Context: an optimization exercise on an open-source flow, tuned for small area. The choices shown serve that exercise and are no tape-out recipe.
The RTL was checked by simulation tests, not by an equivalence proof against the original design.
Power and IR drop assume default switching activity.

[flow/flow/run.sh]
#!/bin/bash
# The standard layout (the standard.sh, unchanged synthesis), with two
# options passed to ORFS through its environment:
# - clock tree: clkbuf_16 sink clusters of at most 35 flip-flops within 55 um,
#   without the dummy loads CTS adds to balance the tree;
# - port buffers: sky130_fd_sc_hd__buf_2.
set -euo pipefail
export CTS_ARGS="-sink_clustering_enable -repair_clock_nets -sink_clustering_size 35 -sink_clustering_max_diameter 55 -buf_list sky130_fd_sc_hd__clkbuf_16 -dont_use_dummy_load"
export BUFFER_PORTS_ARGS="-buffer_cell sky130_fd_sc_hd__buf_2"
bash standard.sh > flow.log 2>&1
[flow/standard.sh]
#!/bin/bash
# synth_recipe.tcl (not shown) runs the flow's synth.tcl, then flattens the netlist and writes it again
# the make line also repeats each setting of config.mk as NAME=value (left out here)
make -C /OpenROAD-flow-scripts/flow DESIGN_CONFIG=/design/flow/config.mk WORK_HOME=/design/flow/orfs CLKGATE_MAP_FILE= SYNTH_SCRIPT=/design/flow/synth_recipe.tcl "${@:-finish}"
[flow/config.mk]
export PLATFORM = sky130hd
export DESIGN_NAME = bitbang_core
export DESIGN_NICKNAME = bitbang_core
export VERILOG_FILES = /design/flow/design.v
export SDC_FILE = /design/flow/constraint.sdc
export NUM_CORES = 8
export LEC_CHECK = 0
export CAP_MARGIN = 20
export CORE_MARGIN = 2
export CORE_UTILIZATION = 70
export PLACE_DENSITY = 0.8
export SLEW_MARGIN = 20
export SYNTH_HIERARCHICAL = 1
[flow/constraint.sdc]
create_clock -name core_clock -period 10.0 [get_ports {clk}]
set_input_delay 2.0000 -clock core_clock [delete_from_list [all_inputs] [get_ports {clk}]]
set_output_delay 2.0000 -clock core_clock [all_outputs]
set_load 0.01 [all_outputs]
[flow/design.v]
module bb_aoi222 (
    input  wire [2:0] a,
    input  wire [2:0] s,
    output wire       y
);
    assign y = ~((a[0] & s[0]) | (a[1] & s[1]) | (a[2] & s[2]));
endmodule
module bb_and2 (
    input  wire a,
    input  wire b,
    output wire y
);
    assign y = a & b;
endmodule
module bb_aoi22 (
    input  wire [1:0] a,
    input  wire [1:0] s,
    output wire       y
);
    assign y = ~((a[0] & s[0]) | (a[1] & s[1]));
endmodule
module bb_nand2 (
    input  wire a,
    input  wire b,
    output wire y
);
    assign y = ~(a & b);
endmodule
module bitbang_core (
    input  wire        clk,
    input  wire        rst,           
    input  wire [10:0] host_addr,     
    input  wire        host_we,
    input  wire [31:0] host_wdata,
    input  wire        host_re,
    output reg  [31:0] host_rdata,    
    output wire        busy,
    output wire        ev_valid,
    output wire [1:0]  ev_kind,       
    output wire [2:0]  ev_role,
    output wire        ev_level,
    output wire [31:0] ev_dur,
    input  wire        ev_ack,
    input  wire        ev_fault,
    input  wire [7:0]  ev_info,
    input  wire        ev_rlevel
);
    localparam [29:0] TICKS = 30'd1000000000;
    localparam [3:0] OP_XLATE = 4'h1, OP_SPI_INIT = 4'h2, OP_SPI_FREE = 4'h3,
                     OP_SPI_XFER = 4'h4, OP_I2C_INIT = 4'h5, OP_I2C_FREE = 4'h6,
                     OP_I2C_WRITE = 4'h7, OP_I2C_READ = 4'h8, OP_I2C_WRRD = 4'h9,
                     OP_SER_INIT = 4'hA, OP_SER_FREE = 4'hB, OP_SER_WRITE = 4'hC,
                     OP_SER_READ = 4'hD;
    localparam [2:0] R_SCK = 3'd0, R_MOSI = 3'd1, R_MISO = 3'd2, R_SCL = 3'd3,
                     R_SDA = 3'd4, R_TX = 3'd5, R_RX = 3'd6;
    localparam [1:0] K_WRITE = 2'd0, K_READ = 2'd1, K_DELAY = 2'd2;
    localparam [2:0] E_OK = 3'd0, E_PIN = 3'd1, E_NACK = 3'd2, E_PARITY = 3'd3,
                     E_FRAME = 3'd4, E_CONFIG = 3'd5, E_ILLEGAL = 3'd6;
    localparam [2:0] PH_START1 = 3'd0, PH_START2 = 3'd1, PH_ADDR1 = 3'd2,
                     PH_ADDR2 = 3'd3, PH_WDATA = 3'd4, PH_RDATA = 3'd5,
                     PH_STOP = 3'd6, PH_FSTOP = 3'd7;
    reg        st_busy, st_done;
    reg [2:0]  st_err;
    reg        spi_valid, i2c_valid, ser_valid;
    reg [11:0] pinerr;               
    reg        po_sck, po_mosi, po_scl, po_sda, po_tx;
    reg [31:0] xl_rate;
    reg [29:0] xl_delay;
    reg [2:0]  spi_cfg;              
    reg [31:0] spi_rate;
    reg [28:0] spi_delay;
    reg [31:0] i2c_rate;
    reg [28:0] i2c_delay;
    reg [5:0]  ser_cfg;              
    reg [31:0] ser_rate;
    reg [29:0] ser_tbit;
    reg [7:0]  ser_rxdata;
    reg        dvp;                  
    reg [3:0]  op;
    reg [6:0]  addr7;                
    reg [7:0]  cnta, cntb;           
    reg [7:0]  bidx;                 
    reg [7:0]  sh;                   
    reg [2:0]  s;                    
    reg [3:0]  k;                    
    reg [2:0]  ph;                   
    reg        pacc;                 
    reg        stop2n;               
    reg        epin;                 
    reg        mwr, mrd;             
    reg [29:0] rem;                  
    wire [29:0] q = {cnta, cntb, sh, addr7[6:1]};
    reg        dph;                  
    reg        dbl;                  
    assign busy = st_busy;
    wire        dv_full  = (op == OP_SER_INIT) | ((op == OP_XLATE) & addr7[0]);
    reg [28:0] ser_thalf;
    reg [29:0] dv_res;               
    function [29:0] inc30(input [29:0] x, input cin, input skip);
        integer i;
        reg c, g;
        begin
            g = cin;
            c = cin;
            for (i = 0; i < 30; i = i + 1) begin
                if (skip && i == 15) begin
                    g = g & (&x[14:0]);
                    c = g;
                end
                inc30[i] = x[i] ^ c;
                c = x[i] & c;
            end
        end
    endfunction
    always @(*) begin
        ser_thalf = inc30({1'b0, ser_tbit[29:1]}, ser_tbit[0], 1'b1);
        dv_res    = inc30({q[29] & dv_full, q[28:0]}, rem != 30'd0, 1'b0);
    end
    wire       spi_cpha  = spi_cfg[0];
    wire       spi_cpol  = spi_cfg[1];
    wire       spi_lsbf  = spi_cfg[2];
    wire [1:0] ser_dbits = ser_cfg[1:0];
    wire       ser_pen   = ser_cfg[2];
    wire       ser_podd  = ser_cfg[3];
    wire       ser_stop2 = ser_cfg[4];
    wire       ser_msbf  = ser_cfg[5];
    wire [3:0] ser_n     = 4'd5 + {2'b00, ser_dbits};
    wire       f_spi  = (op == OP_SPI_XFER);
    wire       f_i2c  = (op == OP_I2C_WRITE) | (op == OP_I2C_READ) | (op == OP_I2C_WRRD);
    wire       f_tx   = (op == OP_SER_WRITE);
    wire       f_rx   = (op == OP_SER_READ);
    wire       f_ser  = f_tx | f_rx;
    wire       f_init = ~f_spi & ~f_i2c & ~f_ser;    
    wire       c_start = (k == 4'd0);
    wire       c_data  = ~c_start & (k <= ser_n);
    wire       c_par   = ser_pen & (k == ser_n + 4'd1);
    wire       c_stop  = ~c_start & ~c_data & ~c_par;
    wire       c_last  = c_stop & (stop2n | ~ser_stop2);
    wire       lsbf    = f_spi ? spi_lsbf : (f_ser & ~ser_msbf);
    wire [2:0] topb    = f_ser ? {1'b1, ser_dbits} : 3'd7;
    wire       sh_out  = lsbf ? sh[0] : sh[topb];
    function [7:0] shifted(input [7:0] v, input din);
        integer j;
        begin
            if (!lsbf) shifted = {v[6:0], din};
            else begin
                for (j = 0; j < 8; j = j + 1)
                    shifted[j] = (j == topb) ? din : ((j == 7) ? 1'b0 : v[(j + 1) % 8]);
            end
        end
    endfunction
    reg        e_valid;
    reg [1:0]  e_kind;
    reg [2:0]  e_role;
    reg        e_level;
    reg        i2c_last_step;
    wire [1:0] i2c_proc = (ph[2:1] == 2'b00) ? 2'd0 :           
                          (ph[2:1] == 2'b11) ? 2'd3 :           
                          (((ph == PH_RDATA) ^ (k == 4'd8)) ? 2'd2 : 2'd1);   
    always @(*) begin
        e_valid = 1'b1;
        e_kind  = K_WRITE;
        e_role  = R_SCK;
        e_level = 1'b1;
        i2c_last_step = 1'b0;
        if (f_spi) begin
            case ({spi_cpha, s})
                4'b0_000: begin e_role = R_MOSI; e_level = sh_out; end
                4'b0_001: e_kind = K_DELAY;
                4'b0_010: begin e_role = R_SCK; e_level = ~spi_cpol; end
                4'b0_011: begin e_kind = K_READ; e_role = R_MISO; end
                4'b0_100: e_kind = K_DELAY;
                4'b0_101: begin e_role = R_SCK; e_level = spi_cpol; end
                4'b1_000: begin e_role = R_SCK; e_level = ~spi_cpol; end
                4'b1_001: begin e_role = R_MOSI; e_level = sh_out; end
                4'b1_010: e_kind = K_DELAY;
                4'b1_011: begin e_role = R_SCK; e_level = spi_cpol; end
                4'b1_100: begin e_kind = K_READ; e_role = R_MISO; end
                default:  e_kind = K_DELAY;
            endcase
        end else if (f_i2c) begin
            case (i2c_proc)
                2'd0: case (s)    
                    3'd0: e_role = R_SDA;
                    3'd1: e_kind = K_DELAY;
                    3'd2: e_role = R_SCL;
                    3'd3: begin e_kind = K_READ; e_role = R_SCL; end
                    3'd4: e_kind = K_DELAY;
                    3'd5: begin e_role = R_SDA; e_level = 1'b0; end
                    3'd6: e_kind = K_DELAY;
                    default: begin e_role = R_SCL; e_level = 1'b0; i2c_last_step = 1'b1; end
                endcase
                2'd1: case (s)    
                    3'd0: begin
                        e_role = R_SDA;
                        e_level = (ph == PH_RDATA) ? (cntb == 8'd1) : sh[7];
                    end
                    3'd1: e_kind = K_DELAY;
                    3'd2: e_role = R_SCL;
                    3'd3: begin e_kind = K_READ; e_role = R_SCL; end
                    3'd4: e_kind = K_DELAY;
                    default: begin e_role = R_SCL; e_level = 1'b0; i2c_last_step = 1'b1; end
                endcase
                2'd2: case (s)    
                    3'd0: e_role = R_SDA;
                    3'd1: e_kind = K_DELAY;
                    3'd2: e_role = R_SCL;
                    3'd3: begin e_kind = K_READ; e_role = R_SCL; end
                    3'd4: e_kind = K_DELAY;
                    3'd5: begin e_kind = K_READ; e_role = R_SDA; end
                    default: begin e_role = R_SCL; e_level = 1'b0; i2c_last_step = 1'b1; end
                endcase
                default: case (s)    
                    3'd0: begin e_role = R_SCL; e_level = 1'b0; end
                    3'd1: begin e_role = R_SDA; e_level = 1'b0; end
                    3'd2: e_kind = K_DELAY;
                    3'd3: e_role = R_SCL;
                    3'd4: begin e_kind = K_READ; e_role = R_SCL; end
                    3'd5: e_kind = K_DELAY;
                    3'd6: e_role = R_SDA;
                    default: begin e_kind = K_DELAY; i2c_last_step = 1'b1; end
                endcase
            endcase
        end else if (f_tx) begin
            if (s == 3'd0) begin
                e_role = R_TX;
                if (c_start)     e_level = 1'b0;
                else if (c_data) e_level = sh_out;
                else if (c_par)  e_level = pacc ^ ser_podd;
            end else
                e_kind = K_DELAY;
        end else if (f_rx) begin
            if (s == 3'd0 || s == 3'd3) begin
                e_kind = K_READ; e_role = R_RX;
            end else
                e_kind = K_DELAY;
        end else begin
            e_valid = (op != OP_XLATE);
            case (op)
                OP_SPI_INIT: e_level = spi_cpol;
                OP_I2C_INIT: e_role = (s == 3'd0) ? R_SCL : R_SDA;
                default:     e_role = R_TX;
            endcase
        end
        if (!st_busy || dvp || mwr || mrd)
            e_valid = 1'b0;
    end
    assign ev_valid = e_valid;
    assign ev_kind  = e_kind;
    assign ev_role  = e_role;
    assign ev_level = e_level;
    assign ev_dur   = {2'b00, f_spi ? {1'b0, spi_delay} :
                              f_i2c ? {1'b0, i2c_delay} :
                              (f_rx && s == 3'd1) ? {1'b0, ser_thalf} : ser_tbit};
    wire ev_done = e_valid & ev_ack;
    wire ev_bad  = ev_done & ev_fault & (e_kind != K_DELAY);
    wire ev_good = ev_done & ~ev_bad;
    wire ev_wr   = (e_kind == K_WRITE);
    wire        dv_dbit  = TICKS[5'd29 - bidx[4:0]];
    wire [29:0] dv_sh    = {rem[28:0], dv_dbit};
    reg  [30:0] dv_rate;
    always @(*) begin
        case (op)
            OP_SPI_INIT: dv_rate = spi_rate[30:0];
            OP_I2C_INIT: dv_rate = i2c_rate[30:0];
            OP_SER_INIT: dv_rate = ser_rate[30:0];
            default:     dv_rate = xl_rate[30:0];
        endcase
    end
    reg  [29:0] dv_diff;
    reg         dv_fits, dv_blo;
    always @(*) begin : dvsub
        integer i;
        reg b;
        b = 1'b0;
        for (i = 0; i < 30; i = i + 1) begin
            if (i == 15) begin
                dv_blo = b;
                b = dbl;
            end
            dv_diff[i] = dv_sh[i] ^ dv_rate[i] ^ b;
            b = (~dv_sh[i] & dv_rate[i]) | (~(dv_sh[i] ^ dv_rate[i]) & b);
        end
        dv_fits = ~(b | dv_rate[30]);
    end
    wire        dv_last  = (bidx[4:0] == {4'b1110, dv_full});
    wire        aligned  = (host_addr[1:0] == 2'b00);
    wire        hw       = host_we & aligned & ~st_busy;
    wire        hw_cmd   = hw & (host_addr == 11'h000);
    wire [3:0]  c_op     = host_wdata[3:0];
    wire [7:0]  c_lena   = host_wdata[23:16];
    wire [7:0]  c_lenb   = host_wdata[31:24];
    reg         c_illegal, c_rate_bad;
    wire        xl_bad   = xl_rate[31]  | (xl_rate  == 32'd0);
    wire        spi_bad  = spi_rate[31] | (spi_rate == 32'd0);
    wire        i2c_bad  = i2c_rate[31] | (i2c_rate == 32'd0);
    wire        ser_bad  = ser_rate[31] | (ser_rate == 32'd0);
    always @(*) begin
        case (c_op)
            OP_XLATE:     c_illegal = 1'b0;
            OP_SPI_INIT:  c_illegal = spi_valid;
            OP_SPI_FREE,
            OP_SPI_XFER:  c_illegal = ~spi_valid;
            OP_I2C_INIT:  c_illegal = i2c_valid;
            OP_I2C_FREE,
            OP_I2C_WRITE,
            OP_I2C_READ:  c_illegal = ~i2c_valid;
            OP_I2C_WRRD:  c_illegal = ~i2c_valid | (({1'b0, c_lena} + {1'b0, c_lenb}) > 9'd256);
            OP_SER_INIT:  c_illegal = ser_valid;
            OP_SER_FREE,
            OP_SER_WRITE,
            OP_SER_READ:  c_illegal = ~ser_valid;
            default:      c_illegal = 1'b1;
        endcase
        case (c_op)
            OP_SPI_INIT:  c_rate_bad = spi_bad;
            OP_I2C_INIT:  c_rate_bad = i2c_bad;
            OP_SER_INIT:  c_rate_bad = ser_bad;
            default:      c_rate_bad = xl_bad;
        endcase
    end
    wire        host_bufrd = host_re & host_addr[10];
    wire        port_seq   = st_busy & ~host_bufrd;
    wire [7:0]  b_idx      = port_seq ? bidx : host_addr[9:2];
    wire        b_we       = (hw & host_addr[10]) | (port_seq & mwr);
    reg  [7:0]  b_rd;
    wire [7:0]  b_wd       = rst ? 8'd0 : (~b_we ? b_rd : (st_busy ? sh : host_wdata[7:0]));
    reg  [15:0] b_pa, b_pb;
    always @(*) begin : pdec
        integer i;
        for (i = 0; i < 16; i = i + 1) begin
            b_pa[i] = rst | (b_idx[3:0] == i[3:0]);
            b_pb[i] = rst | (b_idx[7:4] == i[3:0]);
        end
    end
    wire [255:0] b_sel;
    wire [2047:0] b_flat;
    genvar gi, gb;
    generate
        for (gi = 0; gi < 256; gi = gi + 1) begin : g_buf
            reg [7:0] m;
            always @(posedge clk)
                if (b_sel[gi])
                    m <= b_wd;
            assign b_flat[gi*8 +: 8] = m;
        end
        for (gi = 0; gi < 256; gi = gi + 1) begin : g_dec
            bb_and2 u_d (.a(b_pa[gi % 16]), .b(b_pb[gi / 16]), .y(b_sel[gi]));
        end
        for (gb = 0; gb < 8; gb = gb + 1) begin : g_rd
            wire [85:0] y;
            for (gi = 0; gi < 85; gi = gi + 1) begin : g_t
                bb_aoi222 u_t (
                    .a({b_flat[(3*gi+2)*8+gb], b_flat[(3*gi+1)*8+gb], b_flat[(3*gi)*8+gb]}),
                    .s(b_sel[3*gi+2:3*gi]),
                    .y(y[gi]));
            end
            assign y[85] = ~(b_flat[255*8+gb] & b_sel[255]);
            always @(*) b_rd[gb] = ~&y;
        end
    endgenerate
    wire        rd_reg = aligned & ~rst & (host_addr[10:7] == 4'd0);
    wire        rs_st  = rd_reg & (host_addr[6:2] == 5'h01);
    wire        rs_pe  = rd_reg & (host_addr[6:2] == 5'h02);
    wire        rs_po  = rd_reg & (host_addr[6:2] == 5'h03);
    wire        rs_xr  = rd_reg & (host_addr[6:2] == 5'h04);
    wire        rs_xd  = rd_reg & (host_addr[6:2] == 5'h05);
    wire        rs_sc  = rd_reg & (host_addr[6:2] == 5'h08);
    wire        rs_sr  = rd_reg & (host_addr[6:2] == 5'h09);
    wire        rs_sd  = rd_reg & (host_addr[6:2] == 5'h0A);
    wire        rs_ir  = rd_reg & (host_addr[6:2] == 5'h0C);
    wire        rs_id  = rd_reg & (host_addr[6:2] == 5'h0D);
    wire        rs_ec  = rd_reg & (host_addr[6:2] == 5'h10);
    wire        rs_er  = rd_reg & (host_addr[6:2] == 5'h11);
    wire        rs_et  = rd_reg & (host_addr[6:2] == 5'h12);
    wire        rs_eh  = rd_reg & (host_addr[6:2] == 5'h13);
    wire        rs_rx  = rd_reg & (host_addr[6:2] == 5'h14);
    wire        rs_bf  = aligned & ~rst & host_addr[10];
    wire [31:0] rd_val;
    wire rdt0_0, rdt0_1, rdt0_2, rdt0_3, rdt0_4, rdt0_5;
    bb_aoi222 u_rdt0_0 (.a({po_sck, pinerr[0], st_busy}), .s({rs_po, rs_pe, rs_st}), .y(rdt0_0));
    bb_aoi222 u_rdt0_1 (.a({spi_cfg[0], xl_delay[0], xl_rate[0]}), .s({rs_sc, rs_xd, rs_xr}), .y(rdt0_1));
    bb_aoi222 u_rdt0_2 (.a({i2c_rate[0], spi_delay[0], spi_rate[0]}), .s({rs_ir, rs_sd, rs_sr}), .y(rdt0_2));
    bb_aoi222 u_rdt0_3 (.a({ser_rate[0], ser_cfg[0], i2c_delay[0]}), .s({rs_er, rs_ec, rs_id}), .y(rdt0_3));
    bb_aoi222 u_rdt0_4 (.a({ser_rxdata[0], ser_thalf[0], ser_tbit[0]}), .s({rs_rx, rs_eh, rs_et}), .y(rdt0_4));
    bb_nand2 u_rdt0_5 (.a(b_rd[0]), .b(rs_bf), .y(rdt0_5));
    assign rd_val[0] = ~&{rdt0_0, rdt0_1, rdt0_2, rdt0_3, rdt0_4, rdt0_5};
    wire rdt1_0, rdt1_1, rdt1_2, rdt1_3, rdt1_4, rdt1_5;
    bb_aoi222 u_rdt1_0 (.a({po_mosi, pinerr[1], st_done}), .s({rs_po, rs_pe, rs_st}), .y(rdt1_0));
    bb_aoi222 u_rdt1_1 (.a({spi_cfg[1], xl_delay[1], xl_rate[1]}), .s({rs_sc, rs_xd, rs_xr}), .y(rdt1_1));
    bb_aoi222 u_rdt1_2 (.a({i2c_rate[1], spi_delay[1], spi_rate[1]}), .s({rs_ir, rs_sd, rs_sr}), .y(rdt1_2));
    bb_aoi222 u_rdt1_3 (.a({ser_rate[1], ser_cfg[1], i2c_delay[1]}), .s({rs_er, rs_ec, rs_id}), .y(rdt1_3));
    bb_aoi222 u_rdt1_4 (.a({ser_rxdata[1], ser_thalf[1], ser_tbit[1]}), .s({rs_rx, rs_eh, rs_et}), .y(rdt1_4));
    bb_nand2 u_rdt1_5 (.a(b_rd[1]), .b(rs_bf), .y(rdt1_5));
    assign rd_val[1] = ~&{rdt1_0, rdt1_1, rdt1_2, rdt1_3, rdt1_4, rdt1_5};
    wire rdt2_0, rdt2_1, rdt2_2, rdt2_3, rdt2_4;
    bb_aoi222 u_rdt2_0 (.a({xl_delay[2], xl_rate[2], pinerr[2]}), .s({rs_xd, rs_xr, rs_pe}), .y(rdt2_0));
    bb_aoi222 u_rdt2_1 (.a({spi_delay[2], spi_rate[2], spi_cfg[2]}), .s({rs_sd, rs_sr, rs_sc}), .y(rdt2_1));
    bb_aoi222 u_rdt2_2 (.a({ser_cfg[2], i2c_delay[2], i2c_rate[2]}), .s({rs_ec, rs_id, rs_ir}), .y(rdt2_2));
    bb_aoi222 u_rdt2_3 (.a({ser_thalf[2], ser_tbit[2], ser_rate[2]}), .s({rs_eh, rs_et, rs_er}), .y(rdt2_3));
    bb_aoi22 u_rdt2_4 (.a({b_rd[2], ser_rxdata[2]}), .s({rs_bf, rs_rx}), .y(rdt2_4));
    assign rd_val[2] = ~&{rdt2_0, rdt2_1, rdt2_2, rdt2_3, rdt2_4};
    wire rdt3_0, rdt3_1, rdt3_2, rdt3_3, rdt3_4;
    bb_aoi222 u_rdt3_0 (.a({xl_rate[3], po_scl, pinerr[3]}), .s({rs_xr, rs_po, rs_pe}), .y(rdt3_0));
    bb_aoi222 u_rdt3_1 (.a({spi_delay[3], spi_rate[3], xl_delay[3]}), .s({rs_sd, rs_sr, rs_xd}), .y(rdt3_1));
    bb_aoi222 u_rdt3_2 (.a({ser_cfg[3], i2c_delay[3], i2c_rate[3]}), .s({rs_ec, rs_id, rs_ir}), .y(rdt3_2));
    bb_aoi222 u_rdt3_3 (.a({ser_thalf[3], ser_tbit[3], ser_rate[3]}), .s({rs_eh, rs_et, rs_er}), .y(rdt3_3));
    bb_aoi22 u_rdt3_4 (.a({b_rd[3], ser_rxdata[3]}), .s({rs_bf, rs_rx}), .y(rdt3_4));
    assign rd_val[3] = ~&{rdt3_0, rdt3_1, rdt3_2, rdt3_3, rdt3_4};
    wire rdt4_0, rdt4_1, rdt4_2, rdt4_3, rdt4_4;
    bb_aoi222 u_rdt4_0 (.a({xl_rate[4], po_sda, st_err[0]}), .s({rs_xr, rs_po, rs_st}), .y(rdt4_0));
    bb_aoi222 u_rdt4_1 (.a({spi_delay[4], spi_rate[4], xl_delay[4]}), .s({rs_sd, rs_sr, rs_xd}), .y(rdt4_1));
    bb_aoi222 u_rdt4_2 (.a({ser_cfg[4], i2c_delay[4], i2c_rate[4]}), .s({rs_ec, rs_id, rs_ir}), .y(rdt4_2));
    bb_aoi222 u_rdt4_3 (.a({ser_thalf[4], ser_tbit[4], ser_rate[4]}), .s({rs_eh, rs_et, rs_er}), .y(rdt4_3));
    bb_aoi22 u_rdt4_4 (.a({b_rd[4], ser_rxdata[4]}), .s({rs_bf, rs_rx}), .y(rdt4_4));
    assign rd_val[4] = ~&{rdt4_0, rdt4_1, rdt4_2, rdt4_3, rdt4_4};
    wire rdt5_0, rdt5_1, rdt5_2, rdt5_3, rdt5_4;
    bb_aoi222 u_rdt5_0 (.a({xl_rate[5], po_tx, st_err[1]}), .s({rs_xr, rs_po, rs_st}), .y(rdt5_0));
    bb_aoi222 u_rdt5_1 (.a({spi_delay[5], spi_rate[5], xl_delay[5]}), .s({rs_sd, rs_sr, rs_xd}), .y(rdt5_1));
    bb_aoi222 u_rdt5_2 (.a({ser_cfg[5], i2c_delay[5], i2c_rate[5]}), .s({rs_ec, rs_id, rs_ir}), .y(rdt5_2));
    bb_aoi222 u_rdt5_3 (.a({ser_thalf[5], ser_tbit[5], ser_rate[5]}), .s({rs_eh, rs_et, rs_er}), .y(rdt5_3));
    bb_aoi22 u_rdt5_4 (.a({b_rd[5], ser_rxdata[5]}), .s({rs_bf, rs_rx}), .y(rdt5_4));
    assign rd_val[5] = ~&{rdt5_0, rdt5_1, rdt5_2, rdt5_3, rdt5_4};
    wire rdt6_0, rdt6_1, rdt6_2, rdt6_3;
    bb_aoi222 u_rdt6_0 (.a({xl_delay[6], xl_rate[6], st_err[2]}), .s({rs_xd, rs_xr, rs_st}), .y(rdt6_0));
    bb_aoi222 u_rdt6_1 (.a({i2c_rate[6], spi_delay[6], spi_rate[6]}), .s({rs_ir, rs_sd, rs_sr}), .y(rdt6_1));
    bb_aoi222 u_rdt6_2 (.a({ser_tbit[6], ser_rate[6], i2c_delay[6]}), .s({rs_et, rs_er, rs_id}), .y(rdt6_2));
    bb_aoi222 u_rdt6_3 (.a({b_rd[6], ser_rxdata[6], ser_thalf[6]}), .s({rs_bf, rs_rx, rs_eh}), .y(rdt6_3));
    assign rd_val[6] = ~&{rdt6_0, rdt6_1, rdt6_2, rdt6_3};
    wire rdt7_0, rdt7_1, rdt7_2, rdt7_3;
    bb_aoi222 u_rdt7_0 (.a({spi_rate[7], xl_delay[7], xl_rate[7]}), .s({rs_sr, rs_xd, rs_xr}), .y(rdt7_0));
    bb_aoi222 u_rdt7_1 (.a({i2c_delay[7], i2c_rate[7], spi_delay[7]}), .s({rs_id, rs_ir, rs_sd}), .y(rdt7_1));
    bb_aoi222 u_rdt7_2 (.a({ser_thalf[7], ser_tbit[7], ser_rate[7]}), .s({rs_eh, rs_et, rs_er}), .y(rdt7_2));
    bb_aoi22 u_rdt7_3 (.a({b_rd[7], ser_rxdata[7]}), .s({rs_bf, rs_rx}), .y(rdt7_3));
    assign rd_val[7] = ~&{rdt7_0, rdt7_1, rdt7_2, rdt7_3};
    wire rdt8_0, rdt8_1, rdt8_2, rdt8_3;
    bb_aoi222 u_rdt8_0 (.a({xl_rate[8], pinerr[4], spi_valid}), .s({rs_xr, rs_pe, rs_st}), .y(rdt8_0));
    bb_aoi222 u_rdt8_1 (.a({spi_delay[8], spi_rate[8], xl_delay[8]}), .s({rs_sd, rs_sr, rs_xd}), .y(rdt8_1));
    bb_aoi222 u_rdt8_2 (.a({ser_rate[8], i2c_delay[8], i2c_rate[8]}), .s({rs_er, rs_id, rs_ir}), .y(rdt8_2));
    bb_aoi22 u_rdt8_3 (.a({ser_thalf[8], ser_tbit[8]}), .s({rs_eh, rs_et}), .y(rdt8_3));
    assign rd_val[8] = ~&{rdt8_0, rdt8_1, rdt8_2, rdt8_3};
    wire rdt9_0, rdt9_1, rdt9_2, rdt9_3;
    bb_aoi222 u_rdt9_0 (.a({xl_rate[9], pinerr[5], i2c_valid}), .s({rs_xr, rs_pe, rs_st}), .y(rdt9_0));
    bb_aoi222 u_rdt9_1 (.a({spi_delay[9], spi_rate[9], xl_delay[9]}), .s({rs_sd, rs_sr, rs_xd}), .y(rdt9_1));
    bb_aoi222 u_rdt9_2 (.a({ser_rate[9], i2c_delay[9], i2c_rate[9]}), .s({rs_er, rs_id, rs_ir}), .y(rdt9_2));
    bb_aoi22 u_rdt9_3 (.a({ser_thalf[9], ser_tbit[9]}), .s({rs_eh, rs_et}), .y(rdt9_3));
    assign rd_val[9] = ~&{rdt9_0, rdt9_1, rdt9_2, rdt9_3};
    wire rdt10_0, rdt10_1, rdt10_2, rdt10_3;
    bb_aoi222 u_rdt10_0 (.a({xl_rate[10], pinerr[6], ser_valid}), .s({rs_xr, rs_pe, rs_st}), .y(rdt10_0));
    bb_aoi222 u_rdt10_1 (.a({spi_delay[10], spi_rate[10], xl_delay[10]}), .s({rs_sd, rs_sr, rs_xd}), .y(rdt10_1));
    bb_aoi222 u_rdt10_2 (.a({ser_rate[10], i2c_delay[10], i2c_rate[10]}), .s({rs_er, rs_id, rs_ir}), .y(rdt10_2));
    bb_aoi22 u_rdt10_3 (.a({ser_thalf[10], ser_tbit[10]}), .s({rs_eh, rs_et}), .y(rdt10_3));
    assign rd_val[10] = ~&{rdt10_0, rdt10_1, rdt10_2, rdt10_3};
    wire rdt11_0, rdt11_1, rdt11_2, rdt11_3;
    bb_aoi222 u_rdt11_0 (.a({xl_delay[11], xl_rate[11], pinerr[7]}), .s({rs_xd, rs_xr, rs_pe}), .y(rdt11_0));
    bb_aoi222 u_rdt11_1 (.a({i2c_rate[11], spi_delay[11], spi_rate[11]}), .s({rs_ir, rs_sd, rs_sr}), .y(rdt11_1));
    bb_aoi222 u_rdt11_2 (.a({ser_tbit[11], ser_rate[11], i2c_delay[11]}), .s({rs_et, rs_er, rs_id}), .y(rdt11_2));
    bb_nand2 u_rdt11_3 (.a(ser_thalf[11]), .b(rs_eh), .y(rdt11_3));
    assign rd_val[11] = ~&{rdt11_0, rdt11_1, rdt11_2, rdt11_3};
    wire rdt12_0, rdt12_1, rdt12_2, rdt12_3;
    bb_aoi222 u_rdt12_0 (.a({xl_delay[12], xl_rate[12], pinerr[8]}), .s({rs_xd, rs_xr, rs_pe}), .y(rdt12_0));
    bb_aoi222 u_rdt12_1 (.a({i2c_rate[12], spi_delay[12], spi_rate[12]}), .s({rs_ir, rs_sd, rs_sr}), .y(rdt12_1));
    bb_aoi222 u_rdt12_2 (.a({ser_tbit[12], ser_rate[12], i2c_delay[12]}), .s({rs_et, rs_er, rs_id}), .y(rdt12_2));
    bb_nand2 u_rdt12_3 (.a(ser_thalf[12]), .b(rs_eh), .y(rdt12_3));
    assign rd_val[12] = ~&{rdt12_0, rdt12_1, rdt12_2, rdt12_3};
    wire rdt13_0, rdt13_1, rdt13_2, rdt13_3;
    bb_aoi222 u_rdt13_0 (.a({xl_delay[13], xl_rate[13], pinerr[9]}), .s({rs_xd, rs_xr, rs_pe}), .y(rdt13_0));
    bb_aoi222 u_rdt13_1 (.a({i2c_rate[13], spi_delay[13], spi_rate[13]}), .s({rs_ir, rs_sd, rs_sr}), .y(rdt13_1));
    bb_aoi222 u_rdt13_2 (.a({ser_tbit[13], ser_rate[13], i2c_delay[13]}), .s({rs_et, rs_er, rs_id}), .y(rdt13_2));
    bb_nand2 u_rdt13_3 (.a(ser_thalf[13]), .b(rs_eh), .y(rdt13_3));
    assign rd_val[13] = ~&{rdt13_0, rdt13_1, rdt13_2, rdt13_3};
    wire rdt14_0, rdt14_1, rdt14_2, rdt14_3;
    bb_aoi222 u_rdt14_0 (.a({xl_delay[14], xl_rate[14], pinerr[10]}), .s({rs_xd, rs_xr, rs_pe}), .y(rdt14_0));
    bb_aoi222 u_rdt14_1 (.a({i2c_rate[14], spi_delay[14], spi_rate[14]}), .s({rs_ir, rs_sd, rs_sr}), .y(rdt14_1));
    bb_aoi222 u_rdt14_2 (.a({ser_tbit[14], ser_rate[14], i2c_delay[14]}), .s({rs_et, rs_er, rs_id}), .y(rdt14_2));
    bb_nand2 u_rdt14_3 (.a(ser_thalf[14]), .b(rs_eh), .y(rdt14_3));
    assign rd_val[14] = ~&{rdt14_0, rdt14_1, rdt14_2, rdt14_3};
    wire rdt15_0, rdt15_1, rdt15_2, rdt15_3;
    bb_aoi222 u_rdt15_0 (.a({xl_delay[15], xl_rate[15], pinerr[11]}), .s({rs_xd, rs_xr, rs_pe}), .y(rdt15_0));
    bb_aoi222 u_rdt15_1 (.a({i2c_rate[15], spi_delay[15], spi_rate[15]}), .s({rs_ir, rs_sd, rs_sr}), .y(rdt15_1));
    bb_aoi222 u_rdt15_2 (.a({ser_tbit[15], ser_rate[15], i2c_delay[15]}), .s({rs_et, rs_er, rs_id}), .y(rdt15_2));
    bb_nand2 u_rdt15_3 (.a(ser_thalf[15]), .b(rs_eh), .y(rdt15_3));
    assign rd_val[15] = ~&{rdt15_0, rdt15_1, rdt15_2, rdt15_3};
    wire rdt16_0, rdt16_1, rdt16_2;
    bb_aoi222 u_rdt16_0 (.a({spi_rate[16], xl_delay[16], xl_rate[16]}), .s({rs_sr, rs_xd, rs_xr}), .y(rdt16_0));
    bb_aoi222 u_rdt16_1 (.a({i2c_delay[16], i2c_rate[16], spi_delay[16]}), .s({rs_id, rs_ir, rs_sd}), .y(rdt16_1));
    bb_aoi222 u_rdt16_2 (.a({ser_thalf[16], ser_tbit[16], ser_rate[16]}), .s({rs_eh, rs_et, rs_er}), .y(rdt16_2));
    assign rd_val[16] = ~&{rdt16_0, rdt16_1, rdt16_2};
    wire rdt17_0, rdt17_1, rdt17_2;
    bb_aoi222 u_rdt17_0 (.a({spi_rate[17], xl_delay[17], xl_rate[17]}), .s({rs_sr, rs_xd, rs_xr}), .y(rdt17_0));
    bb_aoi222 u_rdt17_1 (.a({i2c_delay[17], i2c_rate[17], spi_delay[17]}), .s({rs_id, rs_ir, rs_sd}), .y(rdt17_1));
    bb_aoi222 u_rdt17_2 (.a({ser_thalf[17], ser_tbit[17], ser_rate[17]}), .s({rs_eh, rs_et, rs_er}), .y(rdt17_2));
    assign rd_val[17] = ~&{rdt17_0, rdt17_1, rdt17_2};
    wire rdt18_0, rdt18_1, rdt18_2;
    bb_aoi222 u_rdt18_0 (.a({spi_rate[18], xl_delay[18], xl_rate[18]}), .s({rs_sr, rs_xd, rs_xr}), .y(rdt18_0));
    bb_aoi222 u_rdt18_1 (.a({i2c_delay[18], i2c_rate[18], spi_delay[18]}), .s({rs_id, rs_ir, rs_sd}), .y(rdt18_1));
    bb_aoi222 u_rdt18_2 (.a({ser_thalf[18], ser_tbit[18], ser_rate[18]}), .s({rs_eh, rs_et, rs_er}), .y(rdt18_2));
    assign rd_val[18] = ~&{rdt18_0, rdt18_1, rdt18_2};
    wire rdt19_0, rdt19_1, rdt19_2;
    bb_aoi222 u_rdt19_0 (.a({spi_rate[19], xl_delay[19], xl_rate[19]}), .s({rs_sr, rs_xd, rs_xr}), .y(rdt19_0));
    bb_aoi222 u_rdt19_1 (.a({i2c_delay[19], i2c_rate[19], spi_delay[19]}), .s({rs_id, rs_ir, rs_sd}), .y(rdt19_1));
    bb_aoi222 u_rdt19_2 (.a({ser_thalf[19], ser_tbit[19], ser_rate[19]}), .s({rs_eh, rs_et, rs_er}), .y(rdt19_2));
    assign rd_val[19] = ~&{rdt19_0, rdt19_1, rdt19_2};
    wire rdt20_0, rdt20_1, rdt20_2;
    bb_aoi222 u_rdt20_0 (.a({spi_rate[20], xl_delay[20], xl_rate[20]}), .s({rs_sr, rs_xd, rs_xr}), .y(rdt20_0));
    bb_aoi222 u_rdt20_1 (.a({i2c_delay[20], i2c_rate[20], spi_delay[20]}), .s({rs_id, rs_ir, rs_sd}), .y(rdt20_1));
    bb_aoi222 u_rdt20_2 (.a({ser_thalf[20], ser_tbit[20], ser_rate[20]}), .s({rs_eh, rs_et, rs_er}), .y(rdt20_2));
    assign rd_val[20] = ~&{rdt20_0, rdt20_1, rdt20_2};
    wire rdt21_0, rdt21_1, rdt21_2;
    bb_aoi222 u_rdt21_0 (.a({spi_rate[21], xl_delay[21], xl_rate[21]}), .s({rs_sr, rs_xd, rs_xr}), .y(rdt21_0));
    bb_aoi222 u_rdt21_1 (.a({i2c_delay[21], i2c_rate[21], spi_delay[21]}), .s({rs_id, rs_ir, rs_sd}), .y(rdt21_1));
    bb_aoi222 u_rdt21_2 (.a({ser_thalf[21], ser_tbit[21], ser_rate[21]}), .s({rs_eh, rs_et, rs_er}), .y(rdt21_2));
    assign rd_val[21] = ~&{rdt21_0, rdt21_1, rdt21_2};
    wire rdt22_0, rdt22_1, rdt22_2;
    bb_aoi222 u_rdt22_0 (.a({spi_rate[22], xl_delay[22], xl_rate[22]}), .s({rs_sr, rs_xd, rs_xr}), .y(rdt22_0));
    bb_aoi222 u_rdt22_1 (.a({i2c_delay[22], i2c_rate[22], spi_delay[22]}), .s({rs_id, rs_ir, rs_sd}), .y(rdt22_1));
    bb_aoi222 u_rdt22_2 (.a({ser_thalf[22], ser_tbit[22], ser_rate[22]}), .s({rs_eh, rs_et, rs_er}), .y(rdt22_2));
    assign rd_val[22] = ~&{rdt22_0, rdt22_1, rdt22_2};
    wire rdt23_0, rdt23_1, rdt23_2;
    bb_aoi222 u_rdt23_0 (.a({spi_rate[23], xl_delay[23], xl_rate[23]}), .s({rs_sr, rs_xd, rs_xr}), .y(rdt23_0));
    bb_aoi222 u_rdt23_1 (.a({i2c_delay[23], i2c_rate[23], spi_delay[23]}), .s({rs_id, rs_ir, rs_sd}), .y(rdt23_1));
    bb_aoi222 u_rdt23_2 (.a({ser_thalf[23], ser_tbit[23], ser_rate[23]}), .s({rs_eh, rs_et, rs_er}), .y(rdt23_2));
    assign rd_val[23] = ~&{rdt23_0, rdt23_1, rdt23_2};
    wire rdt24_0, rdt24_1, rdt24_2;
    bb_aoi222 u_rdt24_0 (.a({spi_rate[24], xl_delay[24], xl_rate[24]}), .s({rs_sr, rs_xd, rs_xr}), .y(rdt24_0));
    bb_aoi222 u_rdt24_1 (.a({i2c_delay[24], i2c_rate[24], spi_delay[24]}), .s({rs_id, rs_ir, rs_sd}), .y(rdt24_1));
    bb_aoi222 u_rdt24_2 (.a({ser_thalf[24], ser_tbit[24], ser_rate[24]}), .s({rs_eh, rs_et, rs_er}), .y(rdt24_2));
    assign rd_val[24] = ~&{rdt24_0, rdt24_1, rdt24_2};
    wire rdt25_0, rdt25_1, rdt25_2;
    bb_aoi222 u_rdt25_0 (.a({spi_rate[25], xl_delay[25], xl_rate[25]}), .s({rs_sr, rs_xd, rs_xr}), .y(rdt25_0));
    bb_aoi222 u_rdt25_1 (.a({i2c_delay[25], i2c_rate[25], spi_delay[25]}), .s({rs_id, rs_ir, rs_sd}), .y(rdt25_1));
    bb_aoi222 u_rdt25_2 (.a({ser_thalf[25], ser_tbit[25], ser_rate[25]}), .s({rs_eh, rs_et, rs_er}), .y(rdt25_2));
    assign rd_val[25] = ~&{rdt25_0, rdt25_1, rdt25_2};
    wire rdt26_0, rdt26_1, rdt26_2;
    bb_aoi222 u_rdt26_0 (.a({spi_rate[26], xl_delay[26], xl_rate[26]}), .s({rs_sr, rs_xd, rs_xr}), .y(rdt26_0));
    bb_aoi222 u_rdt26_1 (.a({i2c_delay[26], i2c_rate[26], spi_delay[26]}), .s({rs_id, rs_ir, rs_sd}), .y(rdt26_1));
    bb_aoi222 u_rdt26_2 (.a({ser_thalf[26], ser_tbit[26], ser_rate[26]}), .s({rs_eh, rs_et, rs_er}), .y(rdt26_2));
    assign rd_val[26] = ~&{rdt26_0, rdt26_1, rdt26_2};
    wire rdt27_0, rdt27_1, rdt27_2;
    bb_aoi222 u_rdt27_0 (.a({spi_rate[27], xl_delay[27], xl_rate[27]}), .s({rs_sr, rs_xd, rs_xr}), .y(rdt27_0));
    bb_aoi222 u_rdt27_1 (.a({i2c_delay[27], i2c_rate[27], spi_delay[27]}), .s({rs_id, rs_ir, rs_sd}), .y(rdt27_1));
    bb_aoi222 u_rdt27_2 (.a({ser_thalf[27], ser_tbit[27], ser_rate[27]}), .s({rs_eh, rs_et, rs_er}), .y(rdt27_2));
    assign rd_val[27] = ~&{rdt27_0, rdt27_1, rdt27_2};
    wire rdt28_0, rdt28_1, rdt28_2;
    bb_aoi222 u_rdt28_0 (.a({spi_rate[28], xl_delay[28], xl_rate[28]}), .s({rs_sr, rs_xd, rs_xr}), .y(rdt28_0));
    bb_aoi222 u_rdt28_1 (.a({i2c_delay[28], i2c_rate[28], spi_delay[28]}), .s({rs_id, rs_ir, rs_sd}), .y(rdt28_1));
    bb_aoi222 u_rdt28_2 (.a({ser_thalf[28], ser_tbit[28], ser_rate[28]}), .s({rs_eh, rs_et, rs_er}), .y(rdt28_2));
    assign rd_val[28] = ~&{rdt28_0, rdt28_1, rdt28_2};
    wire rdt29_0, rdt29_1;
    bb_aoi222 u_rdt29_0 (.a({spi_rate[29], xl_delay[29], xl_rate[29]}), .s({rs_sr, rs_xd, rs_xr}), .y(rdt29_0));
    bb_aoi222 u_rdt29_1 (.a({ser_tbit[29], ser_rate[29], i2c_rate[29]}), .s({rs_et, rs_er, rs_ir}), .y(rdt29_1));
    assign rd_val[29] = ~&{rdt29_0, rdt29_1};
    wire rdt30_0, rdt30_1;
    bb_aoi222 u_rdt30_0 (.a({i2c_rate[30], spi_rate[30], xl_rate[30]}), .s({rs_ir, rs_sr, rs_xr}), .y(rdt30_0));
    bb_nand2 u_rdt30_1 (.a(ser_rate[30]), .b(rs_er), .y(rdt30_1));
    assign rd_val[30] = ~&{rdt30_0, rdt30_1};
    wire rdt31_0, rdt31_1;
    bb_aoi222 u_rdt31_0 (.a({i2c_rate[31], spi_rate[31], xl_rate[31]}), .s({rs_ir, rs_sr, rs_xr}), .y(rdt31_0));
    bb_nand2 u_rdt31_1 (.a(ser_rate[31]), .b(rs_er), .y(rdt31_1));
    assign rd_val[31] = ~&{rdt31_0, rdt31_1};
    always @(posedge clk)
        if (rst | host_re)
            host_rdata <= rd_val;
    wire [31:0] hwd     = host_wdata & {32{~rst}};
    wire [29:0] dres    = dv_res & {30{~rst}};
    wire        w_xlr   = hw & (host_addr == 11'h010);
    wire        w_spic  = hw & (host_addr == 11'h020) & ~spi_valid;
    wire        w_spir  = hw & (host_addr == 11'h024) & ~spi_valid;
    wire        w_i2cr  = hw & (host_addr == 11'h030) & ~i2c_valid;
    wire        w_serc  = hw & (host_addr == 11'h040) & ~ser_valid;
    wire        w_serr  = hw & (host_addr == 11'h044) & ~ser_valid;
    wire        init_ok = st_busy & f_init & ~dvp &
                          ((op == OP_XLATE) | (ev_good & ~((op == OP_I2C_INIT) & (s == 3'd0))));
    always @(posedge clk) begin
        if (rst | w_xlr)  xl_rate  <= hwd;
        if (rst | w_spic) spi_cfg  <= hwd[2:0];
        if (rst | w_spir) spi_rate <= hwd;
        if (rst | w_i2cr) i2c_rate <= hwd;
        if (rst | w_serc) ser_cfg  <= {hwd[5:2], host_wdata[1:0] | {2{rst}}};
        if (rst | w_serr) ser_rate <= hwd;
        if (rst | (init_ok & (op == OP_XLATE)))    xl_delay  <= dres;
        if (rst | (init_ok & (op == OP_SPI_INIT))) spi_delay <= dres[28:0];
        if (rst | (init_ok & (op == OP_I2C_INIT))) i2c_delay <= dres[28:0];
        if (rst | (init_ok & (op == OP_SER_INIT))) ser_tbit  <= dres;
    end
    task finish(input [2:0] code);
        begin
            st_err  <= code;
            st_done <= 1'b1;
            st_busy <= 1'b0;
        end
    endtask
    task finish_pin(input [11:0] pin);
        begin
            finish(E_PIN);
            pinerr <= pin;
        end
    endtask
    wire [11:0] ev_pin = {ev_info, ev_wr, e_role};
    always @(posedge clk) begin
        if (rst) begin
            st_busy    <= 1'b0;
            st_done    <= 1'b0;
            st_err     <= 3'd0;
            spi_valid  <= 1'b0;
            i2c_valid  <= 1'b0;
            ser_valid  <= 1'b0;
            pinerr     <= 12'd0;
            po_sck     <= 1'b0;
            po_mosi    <= 1'b0;
            po_scl     <= 1'b1;
            po_sda     <= 1'b1;
            po_tx      <= 1'b1;
            ser_rxdata <= 8'd0;
        end else begin
            if (ev_good && ev_wr) begin
                case (e_role)
                    R_SCK:  po_sck  <= e_level;
                    R_MOSI: po_mosi <= e_level;
                    R_SCL:  po_scl  <= e_level;
                    R_SDA:  po_sda  <= e_level;
                    R_TX:   po_tx   <= e_level;
                    default: ;
                endcase
            end
            if (!st_busy) begin
                if (hw_cmd) begin
                    op      <= c_op;
                    addr7   <= host_wdata[10:4];
                    cnta    <= c_lena;
                    cntb    <= c_lenb;
                    st_done <= 1'b0;
                    st_err  <= 3'd0;
                    bidx    <= 8'd0;
                    s       <= 3'd0;
                    k       <= 4'd0;
                    ph      <= PH_START1;
                    sh      <= (c_op == OP_SER_READ) ? 8'd0 : c_lena;
                    pacc    <= 1'b0;
                    stop2n  <= 1'b0;
                    rem     <= 30'd0;
                    mwr     <= 1'b0;
                    mrd     <= (c_op == OP_SPI_XFER);
                    dph     <= 1'b0;
                    dvp     <= (c_op == OP_XLATE) | (c_op == OP_SPI_INIT) |
                               (c_op == OP_I2C_INIT) | (c_op == OP_SER_INIT);
                    if (c_illegal) begin
                        finish(E_ILLEGAL);
                    end else begin
                        case (c_op)
                            OP_XLATE, OP_SPI_INIT, OP_I2C_INIT, OP_SER_INIT: begin
                                if (c_rate_bad) finish(E_CONFIG);
                                else st_busy <= 1'b1;
                            end
                            OP_SPI_FREE: begin spi_valid <= 1'b0; finish(E_OK); end
                            OP_I2C_FREE: begin i2c_valid <= 1'b0; finish(E_OK); end
                            OP_SER_FREE: begin ser_valid <= 1'b0; finish(E_OK); end
                            OP_SPI_XFER: begin
                                if (c_lena == 8'd0) finish(E_OK);
                                else st_busy <= 1'b1;
                            end
                            default: st_busy <= 1'b1;    
                        endcase
                    end
                end
            end else if (mwr) begin
                if (port_seq) begin
                    mwr  <= 1'b0;
                    bidx <= bidx + 8'd1;
                    if (f_spi) begin
                        cnta <= cnta - 8'd1;
                        if (cnta == 8'd1) finish(E_OK);
                        else mrd <= 1'b1;
                    end else begin
                        cntb <= cntb - 8'd1;
                        if (cntb == 8'd1) ph <= PH_STOP;
                    end
                end
            end else if (mrd) begin
                if (port_seq) begin
                    mrd <= 1'b0;
                    sh  <= b_rd;
                end
            end else if (f_init) begin
                if (dvp) begin
                    dph <= ~dph;
                    dbl <= dv_blo;
                    if (dph) begin
                        bidx <= bidx + 8'd1;
                        rem  <= dv_fits ? dv_diff : dv_sh;
                        {cnta, cntb, sh, addr7[6:1]} <= {q[28:0], dv_fits};
                        if (dv_last) dvp <= 1'b0;
                    end
                end else if (op == OP_XLATE) begin
                    finish(E_OK);
                end else if (ev_done) begin
                    if (ev_bad) finish_pin(ev_pin);
                    else if (op == OP_I2C_INIT && s == 3'd0) s <= 3'd1;
                    else begin
                        finish(E_OK);
                        case (op)
                            OP_SPI_INIT: spi_valid <= 1'b1;
                            OP_I2C_INIT: i2c_valid <= 1'b1;
                            default:     ser_valid <= 1'b1;
                        endcase
                    end
                end
            end else if (f_spi) begin
                if (ev_done) begin
                    if (ev_bad) finish_pin(ev_pin);
                    else begin
                        if (s == (spi_cpha ? 3'd4 : 3'd3))
                            sh <= shifted(sh, ev_rlevel);
                        if (s != 3'd5) s <= s + 3'd1;
                        else begin
                            s <= 3'd0;
                            k <= {1'b0, k[2:0] + 3'd1};
                            if (k[2:0] == 3'd7) mwr <= 1'b1;
                        end
                    end
                end
            end else if (f_i2c) begin
                if (ev_done) begin
                    if (ev_bad) begin
                        if (ph == PH_FSTOP) begin
                            if (epin) finish_pin({sh, k});
                            else finish(E_NACK);
                        end else if (ph == PH_STOP)
                            finish_pin(ev_pin);
                        else begin
                            epin <= 1'b1;
                            sh   <= ev_info;
                            k    <= {ev_wr, e_role};
                            ph   <= PH_FSTOP;
                            s    <= 3'd0;
                        end
                    end else if (e_kind == K_READ && e_role == R_SCL && !ev_rlevel) begin
                    end else if (!i2c_last_step) begin
                        s <= s + 3'd1;
                        if ((i2c_proc == 2'd1 && s == 3'd0 && ph != PH_RDATA) ||
                            (i2c_proc == 2'd2 && s == 3'd5))
                            sh <= {sh[6:0], ev_rlevel};
                    end else begin
                        s <= 3'd0;
                        case (ph)
                            PH_START1, PH_START2: begin
                                ph <= (ph == PH_START1) ? PH_ADDR1 : PH_ADDR2;
                                sh <= {addr7, (ph == PH_START2) || (op == OP_I2C_READ)};
                                k  <= 4'd0;
                            end
                            PH_STOP: finish(E_OK);
                            PH_FSTOP: begin
                                if (epin) finish_pin({sh, k});
                                else finish(E_NACK);
                            end
                            PH_RDATA: begin
                                if (k != 4'd8) k <= k + 4'd1;
                                else begin
                                    k   <= 4'd0;
                                    mwr <= 1'b1;
                                end
                            end
                            default: begin   
                                if (k != 4'd8) k <= k + 4'd1;
                                else begin
                                    k <= 4'd0;
                                    if (sh[0]) begin
                                        epin <= 1'b0;
                                        ph   <= PH_FSTOP;
                                    end else if (ph == PH_ADDR2 || op == OP_I2C_READ) begin
                                        ph <= (cntb != 8'd0) ? PH_RDATA : PH_STOP;
                                    end else begin
                                        if (ph == PH_WDATA) begin
                                            bidx <= bidx + 8'd1;
                                            cnta <= cnta - 8'd1;
                                        end
                                        if ((ph == PH_WDATA) ? (cnta != 8'd1) : (cnta != 8'd0)) begin
                                            ph  <= PH_WDATA;
                                            mrd <= 1'b1;
                                        end else
                                            ph <= (op == OP_I2C_WRRD) ? PH_START2 : PH_STOP;
                                    end
                                end
                            end
                        endcase
                    end
                end
            end else if (f_tx) begin
                if (ev_done) begin
                    if (ev_bad) finish_pin(ev_pin);
                    else if (s == 3'd0) begin
                        s <= 3'd1;
                        if (c_data) begin
                            pacc <= pacc ^ sh_out;
                            sh   <= shifted(sh, 1'b0);
                        end
                    end else begin
                        s <= 3'd0;
                        if (c_last) finish(E_OK);
                        else if (c_stop) stop2n <= 1'b1;
                        else k <= k + 4'd1;
                    end
                end
            end else begin
                if (ev_done) begin
                    if (ev_bad) finish_pin(ev_pin);
                    else case (s)
                        3'd0: if (!ev_rlevel) s <= 3'd1;
                        3'd1: begin s <= 3'd2; k <= 4'd1; end
                        3'd2: s <= 3'd3;
                        default: begin
                            s <= 3'd2;
                            if (c_data) begin
                                sh   <= shifted(sh, ev_rlevel);
                                pacc <= pacc ^ ev_rlevel;
                                k    <= k + 4'd1;
                            end else if (c_par) begin
                                if (ev_rlevel != (pacc ^ ser_podd)) finish(E_PARITY);
                                else k <= k + 4'd1;
                            end else begin
                                if (!ev_rlevel) finish(E_FRAME);
                                else if (c_last) begin
                                    ser_rxdata <= sh;
                                    finish(E_OK);
                                end else stop2n <= 1'b1;
                            end
                        end
                    endcase
                end
            end
        end
    end
endmodule
==> run notes, run 1 <==
* Outcome: finished clean
- Pin placement for this block handled 130 I/O pins.
- In this run, post-CTS repair resized a total of 0 instances.
- For the pin with the worst max-slew slack, the measured transition is 1.23 ns.
* Unrepaired setup endpoints after global routing: false
- Largest net degree at the start of global routing: 257
- Cell internal power was estimated by the tool at 14700 uW.
- Post-route cell area: 103000 sq um
* CTS root buf: clkbuf_16
* GPL Wtd Cong: 0.987
* DRC violations left: 0
- First-pass GRT wire length: 364 mm
- The design draws 18800 uW.
- Leakage Power: 0.0330 uW
* Most common flop cell mapped by yosys: edfxtp_1
- The layout has 7733 filler cells.
- Final setup skew: 0.0981 ns
- Die height: 373 um
- Number of sinks handled by clock tree synthesis: 2459
- Level count of the clock H-tree: 4
* Relative contribution of sequential cells to total power: 63.7%
- TritonCTS built the clock tree.
- Data arrival time of the critical path: 9.48 ns
* Number of vias per cell: 7.80
- After detailed placement, the total cell area comes to 99000 sq um.
- Via total after detailed routing: 58599
- The number of max-slew violations in the final report came to 0.
- Counting flops with a built-in enable in the synthesized netlist gives 2426.
- In this run the power density over the cells is 183 nW/um^2.
- GR met2 Demand/Resource: 53.7%
- Clock-pin slew was measured on the worst setup and hold paths at 0.06 ns.
- In the final layout, the share of cells above drive strength 1 is 8.28%.
* Core occupancy in the finished layout: 75.9%
- After synthesis, flip-flops and latches occupy 77.0% of the total area.
- Most Crowded Layer GR: met2
* Dpl hpwl: 155 mm
- The tightest min-delay check is of the flop to flop type.
* Number of cells produced by synthesis: 5463
* Flip-flop and latch count after synthesis: 2459
- Buffers inserted to repair hold after CTS numbered 0.
* Total Nets Final: 5899
- Setup violations remaining at the end of the flow were counted as 0.
- CP required: 10.52 ns
- Die span in x: 373 um
- CORE AREA: 135000 sq um
- The clock reaches the later pin of the worst-skew pair after 0.83 ns.
* Hold_ws: 0.522 ns
- Number of core rows: 135
* Unique cell type count in the Yosys netlist: 93
- Total wire length after detailed routing: 251 mm
- The finished layout holds 7516 standard cells, fillers aside.
- Total setup buffers inserted after CTS: 0
* DRC marker count from the first detailed-route iteration: 12131
- Combinational cell fraction of total power: 7.0%
* Final hold viol count: 0
- STA classifies the critical path startpoint as a flop.
- Crit share post-route: 89.6%
- Global routing used 35.4% of the available tracks across all layers.
- Global Route met1 Usage: 51.1%
- Fraction of synthesis flops using an asynchronous set or reset pin: 0%
* Initial core utilization: 70.5%
- The average instance in the mapped netlist occupies 17.5 sq um.
- Global route total overflow: 0
- Antenna violation net count after detailed routing: 0
- The via count of the first global-routing pass was 54389.
* Area growth syn-to-layout: 7.65%
- Across the VDD grid, the largest voltage drop is 208 uV.
* Sw Pwr: 4160 uW
- Number of buffers on the longest clock path: 3
- Derived from the worst setup path, the maximum achievable clock frequency is 112 MHz.
* MaxCap Viol Count: 0
- Antenna violations before repair: 22
* Switching share of power: 22.1%
- Routed len/inst: 33.3 um
* Number of buffers added by the clock tree synthesis step: 142
- Of all nets on the critical path, the largest fanout is 37.
- GRT met3 Usage: 7.51%
- First-pass DRT Iterations: 16
- Of the total power, the clock network draws 29.3%.
* Count of placed standard cells including taps: 7347
- Class of the most critical setup path: flop to flop
- The worst path needs 8.96 ns of the cycle, external delays included.
- Type of element capturing the critical path: flop
- Die ar.: 139000 sq um
- In this run the cell area of the synthesized design comes to 95500 sq um.
- In this run the tightest slew margin relative to its limit is 17.1%.
- Number of synthesis warnings: 7
- Port Buffer Count: 127
kinds of logic after synthesis:
logic type | Yosys count | share of synthesized area [%]
flops | 2459 | 77.0
compound gates | 1296 | 11.9
simple gates | 1293 | 7.40
buf+inv | 189 | 0.780
fa+ha+maj | 125 | 1.87
mux | 81 | 0.869
xor+xnor | 19 | 0.174
other cells | 1 | 0.00393
path summary, 6_finish.rpt:
check | depth (start not counted) | slack (ns) | startpoint | to
worst max-delay path | 26 | 1.04 | op[0] | rem[0]
worst max register to register | 26 | 1.04 | op[0] | rem[0]
worst min-delay path | 2 | 0.52 | po_tx | po_tx
worst min register to register | 2 | 0.52 | po_tx | po_tx
synth_stat cells (12+ instances only):
library cell	n	share of area [%]
edfxtp_1	2426	76
a222oi_1	810	8.5
nand2_1	288	1.1
and2_1	264	1.7
nand4_1	207	1.4
nor2_1	138	0.54
o21ai_0	113	0.59
a21oi_1	107	0.56
clkbuf_1	102	0.40
ha_1	95	1.2
nor4_1	83	0.54
nor2b_1	74	0.48
nand3_1	67	0.35
mux2i_1	66	0.69
inv_1	55	0.22
nor3_1	44	0.23
a22oi_1	39	0.31
a211oi_1	33	0.26
dfxtp_1	33	0.69
fa_1	30	0.63
nand2b_1	29	0.19
and3_1	18	0.12
o211ai_1	18	0.14
a31oi_1	17	0.11
buf_2	16	0.084
nand3b_1	16	0.13
mux2_2	15	0.18
a21o_1	14	0.11
a22o_1	13	0.12
o31ai_1	12	0.094
xor2_1	12	0.11
modules after synthesis, one instance, submodules excluded:
module	flip-flops and latches	times used	cells	cell area, sq um
bitbang_core	2459	1	4410	85900
bb_aoi22	0	8	1	12.5
bb_aoi222	0	780	1	10.0
bb_and2	0	256	1	6.26
bb_nand2	0	9	1	3.75
placed cells by master, fill, tap and decap left out, drive strengths merged, types with 83 or more instances in the layout:
cell type and count:
edfxtp 2426, a222oi 810, nand2 289, and2 264, buf 240, nand4 207
clkbuf 142, nor2 141, o21ai 116, a21oi 107, ha 95, nor4 83
flip-flops by register name, indices dropped and copies added, names as in the netlist, 12 cells and up:
| register | count |
|---|---|
| g_buf.m | 2048 |
| host_rdata | 32 |
| i2c_delay | 29 |
| i2c_rate | 32 |
| pinerr | 12 |
| rem | 30 |
| ser_rate | 32 |
| ser_tbit | 30 |
| spi_delay | 29 |
| spi_rate | 32 |
| xl_delay | 30 |
| xl_rate | 32 |
metrics by stage:
stage	worst slack, ns	setup TNS, ns
after detailed placement	1.16	0
after global routing	0.715	0
after CTS	1.15	0
final	1.04	0
after global placement	1.18	0
after floorplan	-0.957	-244.95
layout make-up:
cell class	count	area, sq um	share of cell area [%]
Antenna cell	21	52.6	0.0511
Sequential cell	2459	73500	71.5
Multi-Input combinational cell	2816	21500	20.9
Clock buffer	142	3550	3.46
Inverter	57	214	0.208
Tap cell	1781	2230	2.17
Timing Repair Buffer	240	1710	1.66
worst max-delay path, cell delays in order, from the launching register on:
cell,delay [ns]
edfxtp_1,0.46
buf_4,0.28
nand2b_1,0.19
nor3b_2,0.24
buf_4,0.47
a222oi_1,0.17
a21oi_1,0.21
fa_1,0.19
inv_1,0.05
fa_1,0.37
fa_1,0.39
fa_1,0.39
fa_1,0.39
fa_1,0.39
fa_1,0.39
fa_1,0.39
fa_1,0.39
fa_1,0.40
fa_1,0.39
fa_1,0.41
fa_1,0.42
fa_1,0.42
fa_1,0.40
nand4_1,0.24
buf_4,0.37
nand2_1,0.08
and3_1,0.17
power groups by stage:
stage	clock (uW)	sequential (uW)	combinational, uW
after global placement	0	12200	1240
after floorplan	0	12200	736
after detailed placement	0	12200	1280
after CTS	5530	12000	1280
final	5520	12000	1310
after global routing	5840	12000	1390
layer usage:
metal / share of wire (%) / routed length (um)
met1: 36 / 91400
met2: 46 / 116000
met3: 13 / 32100
met4: 4.5 / 11300
met5: 0 / 0
==> run 2, diff against run 1 <==
==> flow/flow/run.sh (replaced) <==
#!/bin/bash
# The standard layout (the standard.sh, unchanged synthesis), with two
# options passed to ORFS through its environment:
# - clock tree: clkbuf_16 sink clusters of at most 35 flip-flops within 55 um,
#   without the dummy loads CTS adds to balance the tree;
# - port buffers: sky130_fd_sc_hd__buf_1.
set -euo pipefail
export CTS_ARGS="-sink_clustering_enable -repair_clock_nets -sink_clustering_size 35 -sink_clustering_max_diameter 55 -buf_list \"sky130_fd_sc_hd__clkbuf_8 sky130_fd_sc_hd__clkbuf_16\" -dont_use_dummy_load"
export BUFFER_PORTS_ARGS="-buffer_cell sky130_fd_sc_hd__buf_1"
bash standard.sh > flow.log 2>&1
==> run notes, run 2 <==
- The per-instance average area after synthesis was 17.5 sq um (unchanged).
* Global route total overflow: 0 (unchanged)
- The most numerous cell type found on the critical path is fa_1.
- The synthesized flop and latch total was 2459 (unchanged).
- The critical path is of the flop to flop type.
- The highest net fanout along the worst path came to 29 (-22%).
- The aggregate routed wire length was 248 mm (-1.1%).
- Launch point of the worst hold path: po_mosi
- Most area-consuming cells after synthesis: edfxtp_1 76%, a222oi_1 8.5%, and2_1 1.7%
- Worst path top cell family by delay: adder cells
- Most used cells in the layout excluding fill and tap cells: 2426 x edfxtp_1, 810 x a222oi_1, 286 x nand2_1
- Internal power component: 14700 uW (about the same)
* Final setup viols: 0 (unchanged)
- The deepest clock path buffer count is 3 (unchanged).
- Worst Tran Pin Value: 1.15 ns (-0.0811 ns)
* Cell with the largest stage delay on the worst path: edfxtp_1
- The wire length of the first global-routing pass is 363 mm (-0.27%).
- Count of buffer and inverter cells on the critical path: 4 (unchanged)
* Global-route usage over all layers: 35.1% (-0.28 points)
- Routed len/inst: 33.1 um (-0.84%)
- Fmax achieved: 110 MHz (-1.1%)
* CTS tree: built
- The post-detailed-route via-to-cell ratio is 7.84 (+0.57%).
- Most common flop cell mapped by yosys: edfxtp_1
* DRC marker count from the first detailed-route iteration: 12900 (+6.3%)
* MaxCap Viol Count: 0 (unchanged)
- Total setup buffers inserted after CTS: 0 (unchanged)
* Max rail drop VDD: 231 uV (+11%)
- The static leakage was 0.0325 uW (-1.5%).
- Initial core utilization: 70.5% (unchanged)
* GPL Wtd Cong: 1.01 (+2.0%)
* Register-to-register setup slack: 0.94 ns (-0.10 ns)
- The share of the synthesized area in the top cell type came to 76.3% (unchanged).
* Beginning of the critical path: op[2]
- Flip-flop count of the largest register, all copies and words added: 2048 (unchanged)
* Number of buffers added by the clock tree synthesis step: 142 (unchanged)
* Final hold viol count: 0 (unchanged)
* Maximum cell stage delay along the critical path: 0.72 ns (+0.25 ns)
- Design Power: 18800 uW (-0.17%)
* Post-route insts no fill: 7499 (-0.23%)
* Synth cell count leaders: 2426 x edfxtp_1, 810 x a222oi_1, 288 x nand2_1
- Port Buffer Count: 127 (unchanged)
* Die height: 373 um (unchanged)
* Level count of the clock H-tree: 4 (unchanged)
* Clk pin slew, worst setup/hold paths: 0.06 ns (about the same)
* Most common library cell in the layout ignoring fill and taps: edfxtp_1
- Count of placed standard cells including taps: 7335 (-0.16%)
* Unique cell type count in the Yosys netlist: 93 (unchanged)
* Layout cells sized above 1: 5.81% (-2.5 points)
- The number of enable-type register cells in the synthesized netlist is 2426 (unchanged).
* DRC violations left: 0 (unchanged)
* Type of element capturing the critical path: flop
- CORE AREA: 135000 sq um (unchanged)
- The number of hold buffers added after cts is 0 (unchanged).
- Clock network power share: 29.3% (about the same)
* Cell taking the most area after synthesis: edfxtp_1
- Antenna violations before repair: 30 (+36%)
- Post-Route Setup TNS: 0 ns (unchanged)
* Number of synthesis warnings: 7 (unchanged)
* Final setup skew: 0.0809 ns (-0.0172 ns)
- The number of max-slew violations in the final report was 0 (unchanged).
- STA classifies the critical path startpoint as a flop.
- The most common cell in the synthesized netlist is edfxtp_1.
- Antenna violation net count after detailed routing: 0 (unchanged)
* Vias in the first global route: 55300 (+1.7%)
- Sw Pwr: 4140 uW (-0.46%)
* Number of cells produced by synthesis: 5463 (unchanged)
- Post-route worst setup slack: 0.941 ns (-0.0963 ns)
- Kind of path behind the tightest hold check: flop to flop
- Pre-CTS worst setup slack: 1.00 ns (-0.153 ns)
- The part of the cycle the worst path needs is 90.6% (+0.96 points).
* Total Nets Final: 5885 (-0.24%)
* R2r startpoint: op[2]
* Outcome: finished clean
- The overall die area was 139000 sq um (unchanged).
- The share of synthesized registers carrying an async set or reset is 0% (unchanged).
- Number of core rows: 135 (unchanged)
- Post-cts gate resize count: 0 (unchanged)
- Dpl hpwl: 153 mm (-1.2%)
- First-pass DRT Iterations: 15 (-1)
* Unrepaired setup endpoints after global routing: false
- Area of the mapped netlist: 95500 sq um (unchanged)
- The net switching fraction of the power came to 22.0% (-0.064 points).
- The clock net sink count was 2459 (unchanged).
- The post-layout minimum cycle time was 9.06 ns (+0.0963 ns).
* Data arrival time of the critical path: 9.67 ns (+0.19 ns)
- The pin count of the biggest net entering global routing came to 257 (unchanged).
* Die span in x: 373 um (unchanged)
* I/O pin total: 130 (unchanged)
- From synthesis to final layout, the design area changed by 7.29%.
* Via total after detailed routing: 58802 (+0.35%)
- Power Dens Cells: 184 nW/um^2 (+0.16%)
* Max-slew headroom at the worst pin: 22.9% (+5.7 points)
- Register ranked first by flip-flop count: g_buf.m
* Sequential cell area fraction in the yosys report: 77.0% (unchanged)
- The worst hold slack was 0.527 ns (+0.00523 ns).
- CTS root buf: clkbuf_16
- The fraction of power consumed by sequential logic came to 63.8% (about the same).
- The latest clock arrival within the worst-skew pair came to 0.82 ns (about the same).
- The fraction of power consumed by combinational cells is 6.9% (about the same).
- Layout fillers: 7682 (-0.66%)
- CP required: 10.61 ns (+0.09 ns)
## run 2: metrics by stage
step | area (sq um) | util, %
5_1_grt | 102000 | 75.6
6_report | 102000 | 75.6
3_5_place_dp | 98700 | 72.9
2_1_floorplan | 95600 | -
4_1_cts | 102000 | 75.5
3_3_place_gp | 98700 | 72.9
## run 2: layout make-up
type | instances | area (sq um) | share of cell area, %
multi-input cells | 2816 | 21500 | 21.0
inverters | 57 | 214 | 0.209
well taps | 1781 | 2230 | 2.18
flip-flops and latches | 2459 | 73500 | 71.8
diodes | 18 | 45.0 | 0.0440
repair buffers | 226 | 1380 | 1.35
clock buffers | 142 | 3550 | 3.47
## run 2: final timing paths
kind | endpoint | depth (start not counted)
setup / recovery | rem[9] | 25
hold / removal | po_mosi | 2
setup reg to reg | rem[9] | 25
hold reg to reg | po_mosi | 2
## run 2: Yosys stat by module (local to each module, per instance)
module        times used  area (sq um)  flip-flops and latches
bitbang_core           1         85900                    2459
bb_aoi22               8          12.5                       0
bb_aoi222            780          10.0                       0
bb_and2              256          6.26                       0
bb_nand2               9          3.75                       0
## run 2: worst min-delay path, cell delays in order, from the launching register on
cell,delay (ns)
dfxtp_1,0.32
nor2_1,0.10
a211oi_1,0.05
## run 2: logic make-up (layout without fill, tap and decap cells)
kind of cell	count (synthesis)	count (layout)	share of synthesized area, %
flops	2459	2459	77.0
compound gates	1296	1296	11.9
simple gates	1293	1293	7.40
buf+inv	189	425	0.780
fa+ha+maj	125	125	1.87
mux	81	81	0.869
xor+xnor	19	19	0.174
other cells	1	20	0.00393
## run 2: power by group through the flow
stage | logic (uW) | registers, uW | clock network, uW
floorplan | 736 | 12200 | 0
global placement | 1210 | 12200 | 0
detailed placement | 1260 | 12200 | 0
CTS | 1260 | 12000 | 5510
global route | 1370 | 12000 | 5830
finish | 1290 | 12000 | 5510
## run 2: routing by layer
metal / track usage, % / share of wire (%)
met1: 50.4 / 36
met2: 53.1 / 46
met3: 7.11 / 13
met4: 16.2 / 5.4
met5: 0 / 0.0097

Re-timed with assumed drivers on the ports (clkbuf_16 on the clock, buf_2 on other inputs), run 2 has 0.941 ns of setup slack against 0.941 ns with ideal ports, and 0.941 ns once port delays also move by the mid clock arrival of 0.853 ns.
